This design comes from an exercise in tuning for small area on the open sky130 flow, not from production work.
Only simulation tests tie the RTL to the original design; equivalence was not proved.

`design.v`:
```
module emtb_ctrl (
    input  wire        clk,
    input  wire        rst,             
    input  wire        ev_valid,
    output wire        ev_ready,
    input  wire        ev_tick,         
    input  wire [31:0] ev_now,          
    input  wire [39:0] ev_payload,      
    input  wire        snap_valid,
    input  wire [15:0] snap_duty,
    output reg         tx_valid,
    output reg  [7:0]  tx_data,
    input  wire        tx_ready,
    output reg  [1:0]  mode,
    output reg         interlock_done,
    output reg         cruise_latched,
    output reg         link_fresh
);
    localparam [31:0] TIMEOUT_WINDOW     = 32'd100;
    localparam [31:0] WAIT_FOR_SEND      = 32'd2000;
    localparam [15:0] CRUISE_MIN_DUTY    = 16'd50;
    localparam [7:0]  THROTTLE_FULL      = 8'd127;
    localparam [7:0]  MARKER_SHORT       = 8'h02;
    localparam [7:0]  TERM               = 8'h03;
    localparam [7:0]  ID_GET_VALUES      = 8'h04;
    localparam [7:0]  ID_SET_DUTY        = 8'h05;
    localparam [7:0]  ID_SET_CURRENT     = 8'h06;
    localparam [7:0]  ID_SET_CURRENT_BRK = 8'h07;
    localparam [15:0] CRC_POLY           = 16'h1021;
    localparam [1:0]  M_IDLE    = 2'd0;
    localparam [1:0]  M_CRUISE  = 2'd1;
    localparam [1:0]  M_CURRENT = 2'd2;
    localparam [1:0]  M_NEUTRAL = 2'd3;
    function [15:0] crc16_byte;
        input [15:0] c_in;
        input [7:0]  b;
        reg   [15:0] c;
        integer      k;
        begin
            c = c_in ^ {b, 8'h00};
            for (k = 0; k < 8; k = k + 1)
                c = c[15] ? ({c[14:0], 1'b0} ^ CRC_POLY) : {c[14:0], 1'b0};
            crc16_byte = c;
        end
    endfunction
    function [31:0] round_div;
        input [31:0] a;
        input [31:0] b;
        begin
            round_div = (2 * a + b) / (2 * b);
        end
    endfunction
    reg signed [7:0] it_throttle;
    reg              it_cruise;
    reg        [7:0] it_deadband;
    reg        [7:0] it_amp_fwd;
    reg        [7:0] it_amp_break;
    reg       [31:0] last_rx;
    reg              cs_valid;         
    reg       [31:0] cs_time;
    reg              busy;
    reg        [1:0] n_cmd;            
    reg        [7:0] cmd_id  [0:1];
    reg       [31:0] cmd_val [0:1];
    reg        [1:0] fr_idx;           
    reg        [3:0] by_idx;           
    reg       [15:0] tx_crc;           
    assign ev_ready = !busy;
    wire take_radio = ev_valid && ev_ready && !ev_tick;
    wire take_tick  = ev_valid && ev_ready &&  ev_tick;
    wire [31:0] since_rx = ev_now - last_rx;
    wire        stale    = !link_fresh || (since_rx > TIMEOUT_WINDOW);
    wire signed [7:0] eff_throttle = stale ? 8'sd0 : it_throttle;
    wire              eff_cruise   = stale ? 1'b0  : it_cruise;
    wire signed [9:0] thr_s  = {{2{eff_throttle[7]}}, eff_throttle};
    wire signed [9:0] db_s   = {2'b00, it_deadband};
    wire        [8:0] thr_abs = eff_throttle[7] ? (9'd0 - {eff_throttle[7], eff_throttle})
                                                : {1'b0, eff_throttle};
    wire        centered = !stale && (thr_abs <= {1'b0, it_deadband});
    wire [31:0] cs_start   = cs_valid ? cs_time : ev_now;
    wire        wait_done  = centered && ((ev_now - cs_start) >= WAIT_FOR_SEND);
    wire        ilk_after  = interlock_done || wait_done;
    wire [7:0]  thr_mag    = (thr_abs > {1'b0, THROTTLE_FULL}) ? THROTTLE_FULL : thr_abs[7:0];
    wire        fwd        = (thr_s >  db_s);
    wire        brk        = (thr_s < -db_s);
    wire [31:0] fwd_val    = round_div({24'd0, thr_mag} * {24'd0, it_amp_fwd} * 32'd500, 32'd127);
    wire [31:0] brk_val    = round_div({24'd0, thr_mag} * {24'd0, it_amp_break} * 32'd100, 32'd127);
    wire [31:0] duty_val   = $signed({{16{snap_duty[15]}}, snap_duty}) * 32'sd100;
    wire        can_latch  = !cruise_latched && snap_valid &&
                             ($signed(snap_duty) > $signed(CRUISE_MIN_DUTY));
    wire        fr_is_cmd = (fr_idx < n_cmd);
    wire [3:0]  fr_plen   = fr_is_cmd ? 4'd5 : 4'd1;
    wire [3:0]  fr_last   = fr_plen + 4'd4;
    wire [7:0]  cur_id    = fr_is_cmd ? cmd_id[fr_idx[0]] : ID_GET_VALUES;
    wire [31:0] cur_val   = cmd_val[fr_idx[0]];
    reg  [7:0]  byte_out;
    reg         byte_is_payload;
    always @(*) begin
        byte_is_payload = 1'b0;
        if (by_idx == 4'd0)
            byte_out = MARKER_SHORT;
        else if (by_idx == 4'd1)
            byte_out = {4'd0, fr_plen};
        else if (by_idx < fr_plen + 4'd2) begin
            byte_is_payload = 1'b1;
            case (by_idx)
                4'd2:    byte_out = cur_id;
                4'd3:    byte_out = cur_val[31:24];
                4'd4:    byte_out = cur_val[23:16];
                4'd5:    byte_out = cur_val[15:8];
                default: byte_out = cur_val[7:0];
            endcase
        end else if (by_idx == fr_plen + 4'd2)
            byte_out = tx_crc[15:8];
        else if (by_idx == fr_plen + 4'd3)
            byte_out = tx_crc[7:0];
        else
            byte_out = TERM;
    end
    always @(*) begin
        tx_valid = busy;
        tx_data  = busy ? byte_out : 8'h00;
    end
    wire tx_fire  = busy && tx_ready;
    wire fr_end   = (by_idx == fr_last);
    wire all_sent = fr_end && (fr_idx == n_cmd);
    always @(posedge clk) begin
        if (rst) begin
            it_throttle    <= 8'sd0;
            it_cruise      <= 1'b0;
            it_deadband    <= 8'd0;
            it_amp_fwd     <= 8'd0;
            it_amp_break   <= 8'd0;
            last_rx        <= 32'd0;
            link_fresh     <= 1'b0;
            cs_valid       <= 1'b0;
            cs_time        <= 32'd0;
            mode           <= M_IDLE;
            interlock_done <= 1'b0;
            cruise_latched <= 1'b0;
            busy           <= 1'b0;
            n_cmd          <= 2'd0;
            cmd_id[0]      <= 8'd0;
            cmd_id[1]      <= 8'd0;
            cmd_val[0]     <= 32'd0;
            cmd_val[1]     <= 32'd0;
            fr_idx         <= 2'd0;
            by_idx         <= 4'd0;
            tx_crc         <= 16'h0000;
        end else begin
            if (take_radio) begin
                it_throttle  <= ev_payload[39:32];
                it_cruise    <= (ev_payload[31:24] != 8'h00);
                it_deadband  <= ev_payload[23:16];
                it_amp_fwd   <= ev_payload[15:8];
                it_amp_break <= ev_payload[7:0];
                last_rx      <= ev_now;
                link_fresh   <= 1'b1;
            end
            if (take_tick) begin
                if (stale) begin
                    link_fresh  <= 1'b0;
                    it_throttle <= 8'sd0;
                    it_cruise   <= 1'b0;
                end
                if (!interlock_done) begin
                    if (!centered)
                        cs_valid <= 1'b0;
                    else if (wait_done) begin
                        interlock_done <= 1'b1;
                        cs_valid       <= 1'b0;
                    end else begin
                        cs_valid <= 1'b1;
                        cs_time  <= cs_start;
                    end
                end
                busy   <= 1'b1;
                fr_idx <= 2'd0;
                by_idx <= 4'd0;
                tx_crc <= 16'h0000;
                n_cmd  <= 2'd0;
                if (!ilk_after) begin
                    mode <= M_IDLE;
                end else if (stale) begin
                    mode           <= M_NEUTRAL;
                    cruise_latched <= 1'b0;
                    n_cmd          <= 2'd2;
                    cmd_id[0]      <= ID_SET_CURRENT;
                    cmd_val[0]     <= 32'd0;
                    cmd_id[1]      <= ID_SET_CURRENT_BRK;
                    cmd_val[1]     <= 32'd0;
                end else if (eff_cruise) begin
                    mode <= M_CRUISE;
                    if (can_latch) begin
                        cruise_latched <= 1'b1;
                        n_cmd          <= 2'd1;
                        cmd_id[0]      <= ID_SET_DUTY;
                        cmd_val[0]     <= duty_val;
                    end
                end else begin
                    mode           <= M_CURRENT;
                    cruise_latched <= 1'b0;
                    if (fwd) begin
                        n_cmd      <= 2'd1;
                        cmd_id[0]  <= ID_SET_CURRENT;
                        cmd_val[0] <= fwd_val;
                    end else if (brk) begin
                        n_cmd      <= 2'd1;
                        cmd_id[0]  <= ID_SET_CURRENT_BRK;
                        cmd_val[0] <= brk_val;
                    end else begin
                        n_cmd      <= 2'd2;
                        cmd_id[0]  <= ID_SET_CURRENT;
                        cmd_val[0] <= 32'd0;
                        cmd_id[1]  <= ID_SET_CURRENT_BRK;
                        cmd_val[1] <= 32'd0;
                    end
                end
            end
            if (tx_fire) begin
                if (byte_is_payload)
                    tx_crc <= crc16_byte(tx_crc, byte_out);
                if (all_sent) begin
                    busy <= 1'b0;
                end else if (fr_end) begin
                    fr_idx <= fr_idx + 2'd1;
                    by_idx <= 4'd0;
                    tx_crc <= 16'h0000;
                end else begin
                    by_idx <= by_idx + 4'd1;
                end
            end
        end
    end
endmodule
```
`run.sh`:
```
#!/bin/bash
# synth_recipe.tcl (not shown) runs the flow's synth.tcl, then flattens the netlist and writes it again
# the make line also repeats each setting of config.mk as NAME=value (left out here)
make -C /OpenROAD-flow-scripts/flow DESIGN_CONFIG=/design/flow/config.mk WORK_HOME=/design/flow/orfs CLKGATE_MAP_FILE= SYNTH_SCRIPT=/design/flow/synth_recipe.tcl finish
```
`config.mk`:
```
export PLATFORM = sky130hd
export DESIGN_NAME = emtb_ctrl
export DESIGN_NICKNAME = emtb_ctrl
export VERILOG_FILES = /design/flow/design.v
export SDC_FILE = /design/flow/constraint.sdc
export NUM_CORES = 4
export LEC_CHECK = 0
export CAP_MARGIN = 20
export CORE_MARGIN = 2
export CORE_UTILIZATION = 40
export PLACE_DENSITY = 0.6
export SLEW_MARGIN = 20
```
`constraint.sdc`:
```
create_clock -name core_clock -period 50.0 [get_ports {clk}]
set_input_delay 10.0000 -clock core_clock [delete_from_list [all_inputs] [get_ports {clk}]]
set_output_delay 10.0000 -clock core_clock [all_outputs]
set_load 0.01 [all_outputs]
```
==> summary.txt <==
==> area by class of cell <==
class | instances | area, um^2
flip-flops and latches | 156 | 3120
clock inverters | 12 | 128
repair buffers | 153 | 1410
well taps | 1276 | 1600
multi-input cells | 4648 | 33500
inverters | 391 | 1470
clock buffers | 19 | 443
fillers | 10100 | 54900
==> registers in the layout (all words and copies together) (netlist names), 8 cells and up <==
| name | cells |
|---|---|
| it_amp_break | 8 |
| it_amp_fwd | 8 |
| cmd_val | 24 |
| it_deadband | 8 |
| tx_crc | 16 |
| it_throttle | 8 |
| cs_time | 32 |
| last_rx | 32 |
==> tightest hold or removal path, delay by kind of cell (launching register included) <==
kind            cells  cell delay [ns]
flops               1             0.31
simple gates        1             0.05
compound gates      1             0.05
==> per-stage QoR <==
step | area, um^2 | setup WS (ns)
global route | 41700 | 4.87
global placement | 41100 | 7.28
floorplan | 38900 | 13.77
finish | 41700 | 7.40
CTS | 41700 | 7.84
detailed placement | 41100 | 7.44
==> logic make-up (layout without fill, tap and decap cells) <==
group	after synthesis	count (layout)	synth area share
other	2	16	0.000193
AND/OR/NAND/NOR	2134	2134	0.283
flip-flops	156	156	0.0803
adder cells (fa/ha/maj)	476	476	0.181
buffers and inverters	579	575	0.0604
AO/OA/AOI/OAI	1595	1595	0.294
multiplexers	100	100	0.0266
XOR/XNOR	327	327	0.0748
==> how the worst min path moves through the flow <==
stage / startpoint / endpoint / slack, ns / cells after the start
after global routing: last_rx[5]$_SDFFE_PP0P_ / last_rx[5]$_SDFFE_PP0P_ / 0.47 / 2
after detailed placement: last_rx[16]$_SDFFE_PP0P_ / last_rx[16]$_SDFFE_PP0P_ / 0.45 / 2
after global placement: last_rx[12]$_SDFFE_PP0P_ / last_rx[12]$_SDFFE_PP0P_ / 0.44 / 2
final: last_rx[27]$_SDFFE_PP0P_ / last_rx[27]$_SDFFE_PP0P_ / 0.45 / 2
after CTS: last_rx[4]$_SDFFE_PP0P_ / last_rx[4]$_SDFFE_PP0P_ / 0.46 / 2
after floorplan: cmd_val[0][11]$_SDFFE_PP0P_ / cmd_val[0][11]$_SDFFE_PP0P_ / 0.43 / 2
==> layout by cell type, fill, tap and decap left out, drive strengths merged, types with 87 or more instances in the layout <==
cell / n
o21ai: 283
xnor2: 226
nand3: 174
a21o: 89
clkdlybuf4s50: 107
dfxtp: 156
nor3: 178
fa: 143
a21oi: 409
and3: 87
and2: 142
ha: 332
nor2: 487
xor2: 101
nand2: 528
inv: 395
==> layer usage <==
metal	vias to the layer above	track usage	part of all wire
li1	19700	-	-
met1	19600	0.339	0.46
met2	1290	0.411	0.45
met3	216	0.0277	0.057
met4	8	0.0769	0.031
met5	-	0	0.00037
==> metrics.csv <==
stage;metric;value;unit
drt;route.detailed.drc;0;
sta;worstMarginPinSlew;1.14;ns
floorplan;die_h;316;um
drt;drtIter0Drc;3270;
global_routing;grt_start_max_net_pins;88;
synthesis;synth.most_common_cell;nand2_1;
sta;rsz0062_at_grt;no;
place;dp.cells;6624;
synthesis;yosysSeqAreaShare;0.0803;
drt;vias_per_cell;6.14;
global_routing;grt_antenna_before_repair;6;
sta;skew;0.0249;ns
clock_tree;clkTransAtPathRegs;0.08;ns
synthesis;synth_area_per_cell;7.24;um^2
cells_and_area;diodes;0;
clock_tree;cts_resized;0;
cells_and_area;area_growth_syn_to_layout;7.25;%
critical_path;r2r_end;cmd_val[0][0]$_SDFFE_PP0P_;
synthesis;ys_top_cells_by_area;ha_1, dfxtp_1, fa_1;
global_routing;grt_pass1_wl;204;mm
critical_path;endpoint;cmd_val[0][0]$_SDFFE_PP0P_;
clock_tree;cts_buffer_depth;2;
status;outcome;complete, no violations;
cells_and_area;final_util;0.432;
cells_and_area;num-nets-final;5936;
clock_tree;cts-root-buf;clkbuf_16;
critical_path;reg2reg_slack;17.12;ns
synthesis;synth_edf_count;0;
place;port_buffers;108;
synthesis;yosys_most_used_dff;dfxtp_1;
global_routing;gr-total-overflow;0;
floorplan;die_x;316;um
critical_path;cp.required;50.40;ns
critical_path;worst_path_max_delay_cell;a41oi_2;
critical_path;crit_top_cell;fa_1;
critical_path;critPathTopFamily;compound AO/OA/AOI/OAI gates;
critical_path;cp_num_buf_inv;8;
synthesis;synthCells;5369;
clock_tree;cts_setup_buffers;0;
synthesis;synth_seq_cells;156;
synthesis;async_reset_ff_frac;0;
global_routing;grt_pass1_vias;38200;
sta;final-hold-violation-count;0;
synthesis;synth_top_cells_by_count;nand2_1, nor2_1, a21oi_1;
clock_tree;cts_tree;done;
sta;max_freq;0.0235;GHz
floorplan;ioPinCount;109;
clock_tree;cts_hold_buf;0;
flow_run;drv_cap;0;
clock_tree;worstSkewPairLatency;0.47;ns
drt;ant_nets;0;
global_routing;grt_usage;0.249;
floorplan;dieArea;99700;um^2
critical_path;r2r-start;last_rx[16]$_SDFFE_PP0P_;
place;gp_congestion;0.959;
critical_path;cp.depth;98;
clock_tree;cts-buffers-inserted;17;
critical_path;reg2regPathDepth;98;
floorplan;start_util;0.403;
min_path;hp-class;reg -> reg;
sta;setup_viol;0;
cells_and_area;drive_gt1_frac;0.0623;
synthesis;synth.distinct_cells;156;
critical_path;slowest_delay;0.91;ns
place;dp_hpwl;104;mm
synthesis;yosys_warnings;3;
cells_and_area;layoutNonFillerInstCount;6655;
sta;fin_hold_ws;0.453;ns
drt;first_pass_iters;6;
clock_tree;cts_sinks;156;
critical_path;end_kind;register;
synthesis;syn-cell-area;38900;um^2
floorplan;rows;114;
critical_path;cp-start-kind;input port;
sta;relSlewSlack;0.237;
sta;maxSlewViolCount;0;
critical_path;critPathMaxFanout;15;
clock_tree;htree_levels;4;
floorplan;core_area;96600;um^2
sta;setup_tns;0;ns
synthesis;synth_top_cell_area_share;0.107;
critical_path;crit_type;in -> reg;
critical_path;startpoint;ev_now[8];
sta;finalCritPeriodShare;0.852;
drt;dr_total_vias;40800;
critical_path;arrival;43.00;ns
drt;avgRoutedWirePerCell;19.2;um
sta;min_period;42.60;ns
drt;wirelength;128;mm
synthesis;yosys.area.top_type;ha_1;

[what the ideal ports hide]
The flow's constraints put no driver on any port. The routed layout listed below was extracted and timed again, unchanged, in two steps.
Step 1: set_driving_cell puts a clkbuf_16 on clk and a buf_2 on each other input, an assumption about the parent block.
Step 2 moves the port delays by t, midway between the first and last clock arrival at a register: inputs arrive t later, outputs are due t later. That takes back most of the time a late clock gives input paths.
a / b / c = ideal / step 1 / step 2; a / b = the first two.
t (ns): 0.518
slack for setup (ns): 7.398 / 7.440 / 6.922
worst setup path at the end: input to register
worst data-port slew with drivers (ns): 0.10
cell pins on the clock port's net: 1
After both steps setup and hold are still met in this run. The setup slack of this run moves by +0.042 ns with the drivers and by -0.476 ns with both steps.
